What follows belongs to an exercise in optimizing a design on an open flow for small area; a production flow would make more cautious choices.
Only simulation tests tie the RTL to the original design; equivalence was not proved.

==> inputs of run M <==
==> flow/design.v <==
module trap_dispatcher (
    input  wire        clk,
    input  wire        rst,
    input  wire        cmd_valid,
    input  wire [7:0]  cmd_code,
    input  wire [31:0] cmd_a0,
    input  wire [31:0] cmd_a1,
    input  wire [31:0] cmd_a2,
    output wire        rsp_valid,
    output wire [1:0]  rsp_status,
    output wire [31:0] rsp_r0,
    output wire        co_valid,
    output wire [31:0] co_fn,
    output wire [31:0] co_ctx,
    output wire [15:0] co_opcode,
    output wire [31:0] co_pc,
    output wire [15:0] fault
);
    localparam [1:0] ST_OK    = 2'd0;
    localparam [1:0] ST_FAIL  = 2'd1;
    localparam [1:0] ST_FAULT = 2'd2;
    reg  [1:0]  ph;
    reg         busy;
    reg         c_legal;       
    reg  [1:0]  c_op;          
    reg  [31:0] h0;            
    reg  [31:0] h1;            
    reg  [1:0]  hf;            
    reg         trap_init;
    reg         f0, f5, f7, f8, f9;
    reg  [4:0]  fhead;         
    reg  [5:0]  fcnt;          
    wire op_init = c_op == 2'd0;
    wire op_bind = c_op == 2'd1;
    wire op_free = c_op == 2'd2;
    wire op_disp = c_op == 2'd3;
    wire [4:0] slot = op_bind ? fhead : h0[4:0];
    wire       rsp  = busy & (ph == slot[1:0]);
    wire [65:0] head [0:7];
    wire [65:0] rd = head[slot[4:2]];
    wire [31:0] rd_fn  = rd[31:0];
    wire [31:0] rd_ctx = rd[63:32];
    wire [1:0]  rd_fl  = rd[65:64];
    wire        bound  = |rd_fn;
    wire g_illegal = ~c_legal;
    wire g_noinit  = c_legal & ~op_init & ~trap_init;
    wire g_ok      = c_legal & trap_init;
    wire g_nullfn  = g_ok & op_bind & (h0 == 32'd0);
    wire g_full    = g_ok & op_bind & (fcnt == 6'd0);
    wire g_bind    = g_ok & op_bind & ~g_nullfn & ~g_full;
    wire g_badslot = g_ok & op_free & (h0[31:5] != 27'd0);
    wire g_dfree   = g_ok & op_free & ~g_badslot & ~bound;
    wire g_free    = g_ok & op_free & ~g_badslot & bound;
    wire g_hit     = g_ok & op_disp & (h0[11:5] == 7'd0) & bound;
    wire g_release = g_free | (g_hit & rd_fl[0]);
    wire g_init    = c_legal & op_init;
    wire is_fault  = g_illegal | g_noinit | g_nullfn | g_badslot | g_dfree;
    wire wr_slot   = rsp & (g_bind | g_release);
    wire wr_all    = busy & g_init;
    wire [31:0] wd_fn   = op_bind ? h0 : 32'd0;
    wire [4:0]  wd_link = op_bind ? h1[4:0] : fhead;
    genvar r;
    generate
        for (r = 0; r < 8; r = r + 1) begin : g_ring
            reg  [65:0] e0, e1, e2, e3;
            wire [4:0]  init_link = r * 4 + ph + 1;
            wire        we = wr_all | (wr_slot & (slot[4:2] == r));
            wire [65:0] wd = {hf, h1[31:5], (g_init ? init_link : wd_link), wd_fn};
            always @(posedge clk) begin
                e0 <= e1;
                e1 <= e2;
                e2 <= e3;
                e3 <= we ? wd : e0;
            end
            assign head[r] = e0;
        end
    endgenerate
    always @(posedge clk) begin
        if (rst) begin
            ph        <= 2'd0;
            busy      <= 1'b0;
            trap_init <= 1'b0;
            f0 <= 1'b0; f5 <= 1'b0; f7 <= 1'b0; f8 <= 1'b0; f9 <= 1'b0;
        end else begin
            ph <= ph + 2'd1;
            if (rsp) begin
                busy <= 1'b0;
                if (g_illegal) f0 <= 1'b1;
                if (g_nullfn)  f5 <= 1'b1;
                if (g_noinit)  f7 <= 1'b1;
                if (g_badslot) f8 <= 1'b1;
                if (g_dfree)   f9 <= 1'b1;
                if (g_init) begin
                    trap_init <= 1'b1;
                    fhead     <= 5'd0;
                    fcnt      <= 6'd32;
                end
                if (g_bind) begin
                    fhead <= rd_ctx[4:0];
                    fcnt  <= fcnt - 6'd1;
                end
                if (g_release) begin
                    fhead <= slot;
                    fcnt  <= fcnt + 6'd1;
                end
            end
            if (cmd_valid) begin
                busy    <= 1'b1;
                c_legal <= cmd_code[7:2] == 6'b010000;
                c_op    <= cmd_code[1:0];
                h0      <= {cmd_a0[31:2], (cmd_code[1:0] == 2'd0) ? ph : cmd_a0[1:0]};
                h1      <= cmd_code[1] ? cmd_a1 : cmd_a2;
                hf      <= cmd_a1[1:0];
            end
        end
    end
    assign rsp_valid  = rsp;
    assign rsp_status = is_fault ? ST_FAULT : g_full ? ST_FAIL : ST_OK;
    assign rsp_r0     = g_full ? 32'hFFFF_FFFF :
                        g_bind ? {27'd0, slot} :
                        g_hit  ? {30'd0, rd_fl[1], ~rd_fl[1]} : 32'd0;
    assign co_valid   = rsp & g_hit;
    assign co_fn      = rd_fn;
    assign co_ctx     = rd_ctx;
    assign co_opcode  = h0[15:0];
    assign co_pc      = h1;
    assign fault = {6'd0,
                    f9 | (rsp & g_dfree),
                    f8 | (rsp & g_badslot),
                    f7 | (rsp & g_noinit),
                    1'b0,
                    f5 | (rsp & g_nullfn),
                    4'd0,
                    f0 | (rsp & g_illegal)};
endmodule
==> flow/run.sh <==
#!/bin/bash
# synth_recipe.tcl (not shown) runs the flow's synth.tcl, then flattens the netlist and writes it again
# the make line also repeats each setting of config.mk as NAME=value (left out here)
make -C /OpenROAD-flow-scripts/flow DESIGN_CONFIG=/design/flow/config.mk WORK_HOME=/design/flow/orfs CLKGATE_MAP_FILE= SYNTH_SCRIPT=/design/flow/synth_recipe.tcl finish
==> flow/config.mk <==
export PLATFORM = sky130hd
export DESIGN_NAME = trap_dispatcher
export DESIGN_NICKNAME = trap_dispatcher
export VERILOG_FILES = /design/flow/design.v
export SDC_FILE = /design/flow/constraint.sdc
export NUM_CORES = 4
export LEC_CHECK = 0
export CAP_MARGIN = 20
export CORE_MARGIN = 2
export CORE_UTILIZATION = 40
export SLEW_MARGIN = 20
==> flow/constraint.sdc <==
create_clock -name core_clock -period 10.0 [get_ports {clk}]
set_input_delay 2.0000 -clock core_clock [delete_from_list [all_inputs] [get_ports {clk}]]
set_output_delay 2.0000 -clock core_clock [all_outputs]
set_load 0.01 [all_outputs]
==> inputs of run A, as changes to run M <==
--- a/flow/design.v
+++ b/flow/design.v
@@ -29,11 +29,10 @@
     reg         trap_init;
     reg         f0, f5, f7, f8, f9;
-    reg  [4:0]  fhead;         
-    reg  [5:0]  fcnt;          
+    reg  [5:0]  fhead;         
     wire op_init = c_op == 2'd0;
     wire op_bind = c_op == 2'd1;
     wire op_free = c_op == 2'd2;
     wire op_disp = c_op == 2'd3;
-    wire [4:0] slot = op_bind ? fhead : h0[4:0];
+    wire [4:0] slot = op_bind ? fhead[4:0] : h0[4:0];
     wire       rsp  = busy & (ph == slot[1:0]);
     wire [65:0] head [0:7];
@@ -47,5 +46,5 @@
     wire g_ok      = c_legal & trap_init;
     wire g_nullfn  = g_ok & op_bind & (h0 == 32'd0);
-    wire g_full    = g_ok & op_bind & (fcnt == 6'd0);
+    wire g_full    = g_ok & op_bind & fhead[5];
     wire g_bind    = g_ok & op_bind & ~g_nullfn & ~g_full;
     wire g_badslot = g_ok & op_free & (h0[31:5] != 27'd0);
@@ -59,12 +58,12 @@
     wire wr_all    = busy & g_init;
     wire [31:0] wd_fn   = op_bind ? h0 : 32'd0;
-    wire [4:0]  wd_link = op_bind ? h1[4:0] : fhead;
+    wire [5:0]  wd_link = op_bind ? h1[5:0] : fhead;
     genvar r;
     generate
         for (r = 0; r < 8; r = r + 1) begin : g_ring
             reg  [65:0] e0, e1, e2, e3;
-            wire [4:0]  init_link = r * 4 + ph + 1;
+            wire [5:0]  init_link = r * 4 + ph + 1;
             wire        we = wr_all | (wr_slot & (slot[4:2] == r));
-            wire [65:0] wd = {hf, h1[31:5], (g_init ? init_link : wd_link), wd_fn};
+            wire [65:0] wd = {hf, h1[31:6], (g_init ? init_link : wd_link), wd_fn};
             always @(posedge clk) begin
                 e0 <= e1;
@@ -93,14 +92,11 @@
                 if (g_init) begin
                     trap_init <= 1'b1;
-                    fhead     <= 5'd0;
-                    fcnt      <= 6'd32;
+                    fhead     <= 6'd0;
                 end
                 if (g_bind) begin
-                    fhead <= rd_ctx[4:0];
-                    fcnt  <= fcnt - 6'd1;
+                    fhead <= rd_ctx[5:0];
                 end
                 if (g_release) begin
-                    fhead <= slot;
-                    fcnt  <= fcnt + 6'd1;
+                    fhead <= {1'b0, slot};
                 end
             end
==> flow/flow/run.sh (new file) <==
#!/bin/bash
# Standard layout with three changes:
#  - synthesis is the standard one with an area-oriented ABC mapping script
#    (strash; dch -f; map -a, twice). Every other synthesis step is unchanged, so
#    the registers are the standard synthesis's (checked below; if they
#    differ, the standard netlist is used instead);
#  - the port buffers use the smallest buffer (buf_1);
#  - CTS builds larger sink clusters and inserts no dummy loads.
set -euo pipefail
W=$PWD
R=$W/orfs/results/sky130hd/trap_dispatcher/base

# Standard synthesis, kept to check the registers against
bash standard.sh synth > synth_standard.log 2>&1
cp $R/1_2_yosys.v $W/standard_1_2_yosys.v
cp $R/1_synth.odb $W/standard_1_synth.odb

# Same synthesis, area-oriented ABC script
rm -rf $W/scripts_area
cp -r "$FLOW_HOME/scripts" $W/scripts_area
printf 'strash\ndch -f\nmap -a\nstrash\ndch -f\nmap -a\ntopo\n' > $W/scripts_area/abc_speed.script
rm -f $R/1_2_yosys.v $R/1_synth.odb
bash standard.sh SCRIPTS_DIR=$W/scripts_area synth > synth_area.log 2>&1

if ! python3 flow/regs.py $W/standard_1_2_yosys.v $R/1_2_yosys.v > regs_check.log 2>&1; then
  echo "registers differ: using the standard netlist" >> regs_check.log
  cp $W/standard_1_2_yosys.v $R/1_2_yosys.v
  cp $W/standard_1_synth.odb $R/1_synth.odb
fi

bash standard.sh \
  BUFFER_PORTS_ARGS="-buffer_cell sky130_fd_sc_hd__buf_1" \
  CTS_ARGS="-sink_clustering_enable -repair_clock_nets -dont_use_dummy_load -sink_clustering_size 28 -sink_clustering_max_diameter 60" \
  finish > layout.log 2>&1
==> flow/flow/regs.py (new file) <==
"""Compare the registers (instance name and cell type) of two Yosys netlists.
Exit 0 if they are the same, 1 otherwise."""
import re
import sys


def regs(path):
    text = open(path).read()
    out = set()
    for m in re.finditer(r"^\s*(sky130_fd_sc_hd__\w+)\s+(\S+)\s*\(", text, re.M):
        cell, name = m.group(1), m.group(2)
        base = cell[len("sky130_fd_sc_hd__"):]
        if re.match(r"(s?e?df|dl)", base):
            out.add((re.sub(r"_\d+$", "", base), name))
    return out


a, b = regs(sys.argv[1]), regs(sys.argv[2])
print(f"registers: {len(a)} standard, {len(b)} area-mapped, {len(a ^ b)} differ")
sys.exit(0 if a == b and a else 1)
==> flow/standard.sh (new file) <==
#!/bin/bash
# synth_recipe.tcl (not shown) runs the flow's synth.tcl, then flattens the netlist and writes it again
# the make line also repeats each setting of config.mk as NAME=value (left out here)
make -C /OpenROAD-flow-scripts/flow DESIGN_CONFIG=/design/flow/config.mk WORK_HOME=/design/flow/orfs CLKGATE_MAP_FILE= SYNTH_SCRIPT=/design/flow/synth_recipe.tcl "${@:-finish}"
CAP_MARGIN = 5   (was 20)
CORE_UTILIZATION = 85   (was 40)
SLEW_MARGIN = 5   (was 20)
removed: flow/run.sh
==> inputs of run G, as changes to run M <==
==> flow/flow/run.sh (new file) <==
#!/bin/bash
# Standard layout with three changes:
#  - synthesis is the standard one with an area-oriented ABC mapping script
#    (strash; dch -f; map -a). Every other synthesis step is unchanged, so
#    the registers are the standard synthesis's (checked below; if they
#    differ, the standard netlist is used instead);
#  - the port buffers use the smallest buffer (buf_1);
#  - CTS builds larger sink clusters and inserts no dummy loads.
set -euo pipefail
W=$PWD
R=$W/orfs/results/sky130hd/trap_dispatcher/base

# Standard synthesis, kept to check the registers against
bash standard.sh synth > synth_standard.log 2>&1
cp $R/1_2_yosys.v $W/standard_1_2_yosys.v
cp $R/1_synth.odb $W/standard_1_synth.odb

# Same synthesis, area-oriented ABC script
rm -rf $W/scripts_area
cp -r "$FLOW_HOME/scripts" $W/scripts_area
printf 'strash\ndch -f\nmap -a\ntopo\n' > $W/scripts_area/abc_speed.script
rm -f $R/1_2_yosys.v $R/1_synth.odb
bash standard.sh SCRIPTS_DIR=$W/scripts_area synth > synth_area.log 2>&1

if ! python3 flow/regs.py $W/standard_1_2_yosys.v $R/1_2_yosys.v > regs_check.log 2>&1; then
  echo "registers differ: using the standard netlist" >> regs_check.log
  cp $W/standard_1_2_yosys.v $R/1_2_yosys.v
  cp $W/standard_1_synth.odb $R/1_synth.odb
fi

bash standard.sh \
  BUFFER_PORTS_ARGS="-buffer_cell sky130_fd_sc_hd__buf_1" \
  CTS_ARGS="-sink_clustering_enable -repair_clock_nets -dont_use_dummy_load -sink_clustering_size 25 -sink_clustering_max_diameter 60" \
  finish > layout.log 2>&1
==> flow/flow/regs.py (new file) <==
"""Compare the registers (instance name and cell type) of two Yosys netlists.
Exit 0 if they are the same, 1 otherwise."""
import re
import sys


def regs(path):
    text = open(path).read()
    out = set()
    for m in re.finditer(r"^\s*(sky130_fd_sc_hd__\w+)\s+(\S+)\s*\(", text, re.M):
        cell, name = m.group(1), m.group(2)
        base = cell[len("sky130_fd_sc_hd__"):]
        if re.match(r"(s?e?df|dl)", base):
            out.add((re.sub(r"_\d+$", "", base), name))
    return out


a, b = regs(sys.argv[1]), regs(sys.argv[2])
print(f"registers: {len(a)} standard, {len(b)} area-mapped, {len(a ^ b)} differ")
sys.exit(0 if a == b and a else 1)
==> flow/standard.sh (new file) <==
#!/bin/bash
# synth_recipe.tcl (not shown) runs the flow's synth.tcl, then flattens the netlist and writes it again
# the make line also repeats each setting of config.mk as NAME=value (left out here)
make -C /OpenROAD-flow-scripts/flow DESIGN_CONFIG=/design/flow/config.mk WORK_HOME=/design/flow/orfs CLKGATE_MAP_FILE= SYNTH_SCRIPT=/design/flow/synth_recipe.tcl "${@:-finish}"
CORE_UTILIZATION = 70   (was 40)
removed: flow/run.sh
==> inputs of run H, as changes to run M <==
==> flow/flow/run.sh (new file) <==
#!/bin/bash
# Standard layout with three changes:
#  - synthesis is the standard one with an area-oriented ABC mapping script
#    (strash; dch -f; map -a, twice). Every other synthesis step is unchanged, so
#    the registers are the standard synthesis's (checked below; if they
#    differ, the standard netlist is used instead);
#  - the port buffers use the smallest buffer (buf_1);
#  - CTS builds larger sink clusters and inserts no dummy loads.
set -euo pipefail
W=$PWD
R=$W/orfs/results/sky130hd/trap_dispatcher/base

# Standard synthesis, kept to check the registers against
bash standard.sh synth > synth_standard.log 2>&1
cp $R/1_2_yosys.v $W/standard_1_2_yosys.v
cp $R/1_synth.odb $W/standard_1_synth.odb

# Same synthesis, area-oriented ABC script
rm -rf $W/scripts_area
cp -r "$FLOW_HOME/scripts" $W/scripts_area
printf 'strash\ndch -f\nmap -a\nstrash\ndch -f\nmap -a\ntopo\n' > $W/scripts_area/abc_speed.script
rm -f $R/1_2_yosys.v $R/1_synth.odb
bash standard.sh SCRIPTS_DIR=$W/scripts_area synth > synth_area.log 2>&1

if ! python3 flow/regs.py $W/standard_1_2_yosys.v $R/1_2_yosys.v > regs_check.log 2>&1; then
  echo "registers differ: using the standard netlist" >> regs_check.log
  cp $W/standard_1_2_yosys.v $R/1_2_yosys.v
  cp $W/standard_1_synth.odb $R/1_synth.odb
fi

bash standard.sh \
  BUFFER_PORTS_ARGS="-buffer_cell sky130_fd_sc_hd__buf_1" \
  CTS_ARGS="-sink_clustering_enable -repair_clock_nets -dont_use_dummy_load -sink_clustering_size 25 -sink_clustering_max_diameter 60" \
  finish > layout.log 2>&1
==> flow/flow/regs.py (new file) <==
"""Compare the registers (instance name and cell type) of two Yosys netlists.
Exit 0 if they are the same, 1 otherwise."""
import re
import sys


def regs(path):
    text = open(path).read()
    out = set()
    for m in re.finditer(r"^\s*(sky130_fd_sc_hd__\w+)\s+(\S+)\s*\(", text, re.M):
        cell, name = m.group(1), m.group(2)
        base = cell[len("sky130_fd_sc_hd__"):]
        if re.match(r"(s?e?df|dl)", base):
            out.add((re.sub(r"_\d+$", "", base), name))
    return out


a, b = regs(sys.argv[1]), regs(sys.argv[2])
print(f"registers: {len(a)} standard, {len(b)} area-mapped, {len(a ^ b)} differ")
sys.exit(0 if a == b and a else 1)
==> flow/standard.sh (new file) <==
#!/bin/bash
# synth_recipe.tcl (not shown) runs the flow's synth.tcl, then flattens the netlist and writes it again
# the make line also repeats each setting of config.mk as NAME=value (left out here)
make -C /OpenROAD-flow-scripts/flow DESIGN_CONFIG=/design/flow/config.mk WORK_HOME=/design/flow/orfs CLKGATE_MAP_FILE= SYNTH_SCRIPT=/design/flow/synth_recipe.tcl "${@:-finish}"
CORE_UTILIZATION = 85   (was 40)
removed: flow/run.sh
==> impl_results.md <==
- Nonclk inv count: 66
- Multi-input logic area: 8540 um^2
- EDFF count, synth: 75
- Dpl cells: between 5000 and 6000
- Routed length per instance: 26.3 um
- Endpoint, Worst Hold: g_ring[6].e1[4]
- Mapped cell area: 53900 um^2
- Xor/xnor cell area share of the yosys netlist: 0.0162%
- Status: complete, no violations
(the above is from run A)
==> impl_results.md <==
- Nonclk inv count: 85
- Mapped cell area: around 55000 um^2
- Xor/xnor cell area share of the yosys netlist: less than 1%
- Endpoint, Worst Hold: g_ring[2].e2[28]
- Final core occ: 76.8%
- Cell Area, Placed: 56800 um^2
- Dpl cells: ~5400
- EDFF count, synth: 80
- # nets final: 4607
- Status: complete, no violations
- Routed length per instance: 20.0 um
(the above is from run G)
==> impl_results.md <==
- Endpoint, Worst Hold: g_ring[3].e0[58]
- Site Rows: between 90 and 100
- Status: complete, no violations
- Dpl cells: 5060
- Nonclk inv count: 70
- Routed length per instance: 28.2 um
- EDFF count, synth: 80
- Multi-input logic area: 8700 um^2
- # nets final: ~4400
(the above is from run H)
==> impl_results.md <==
- EDFF count, synth: 80
- Status: complete, no violations
- Xor/xnor cell area share of the yosys netlist: 0.0605%
- Multi-input logic area: around 12000 um^2
- Nonclk inv count: 16
- Dpl cells: approximately 5900
- Routed length per instance: 21.7 um
(the above is from run M)

static timing again, ports no longer ideal:
No port has a modelled driver above. Below, the same layouts with a new extraction and two added sets of constraints.
Step 1: set_driving_cell puts a clkbuf_16 on clk and a buf_2 on each other input, an assumption about the parent block.
Step 2 moves the port delays by t, midway between the first and last clock arrival at a register: inputs arrive t later, outputs are due t later. That takes back most of the time a late clock gives input paths.
Three values: no drivers, after step 1, after step 2; two values: the first two.
| run | t (ns) | setup WS [ns] | latest minus earliest clock arrival (ns) |
|---|---|---|---|
| run M | 0.878 | 1.189 / 1.112 / 1.990 | 0.048 / 0.048 |
| run A | 0.734 | 1.960 / 1.890 / 1.966 | 0.041 / 0.041 |
| run G | 0.730 | 1.959 / 1.890 / 2.620 | 0.041 / 0.041 |
| run H | 0.738 | 2.168 / 2.102 / 2.391 | 0.061 / 0.061 |
After both steps setup and hold are still met in every run listed.
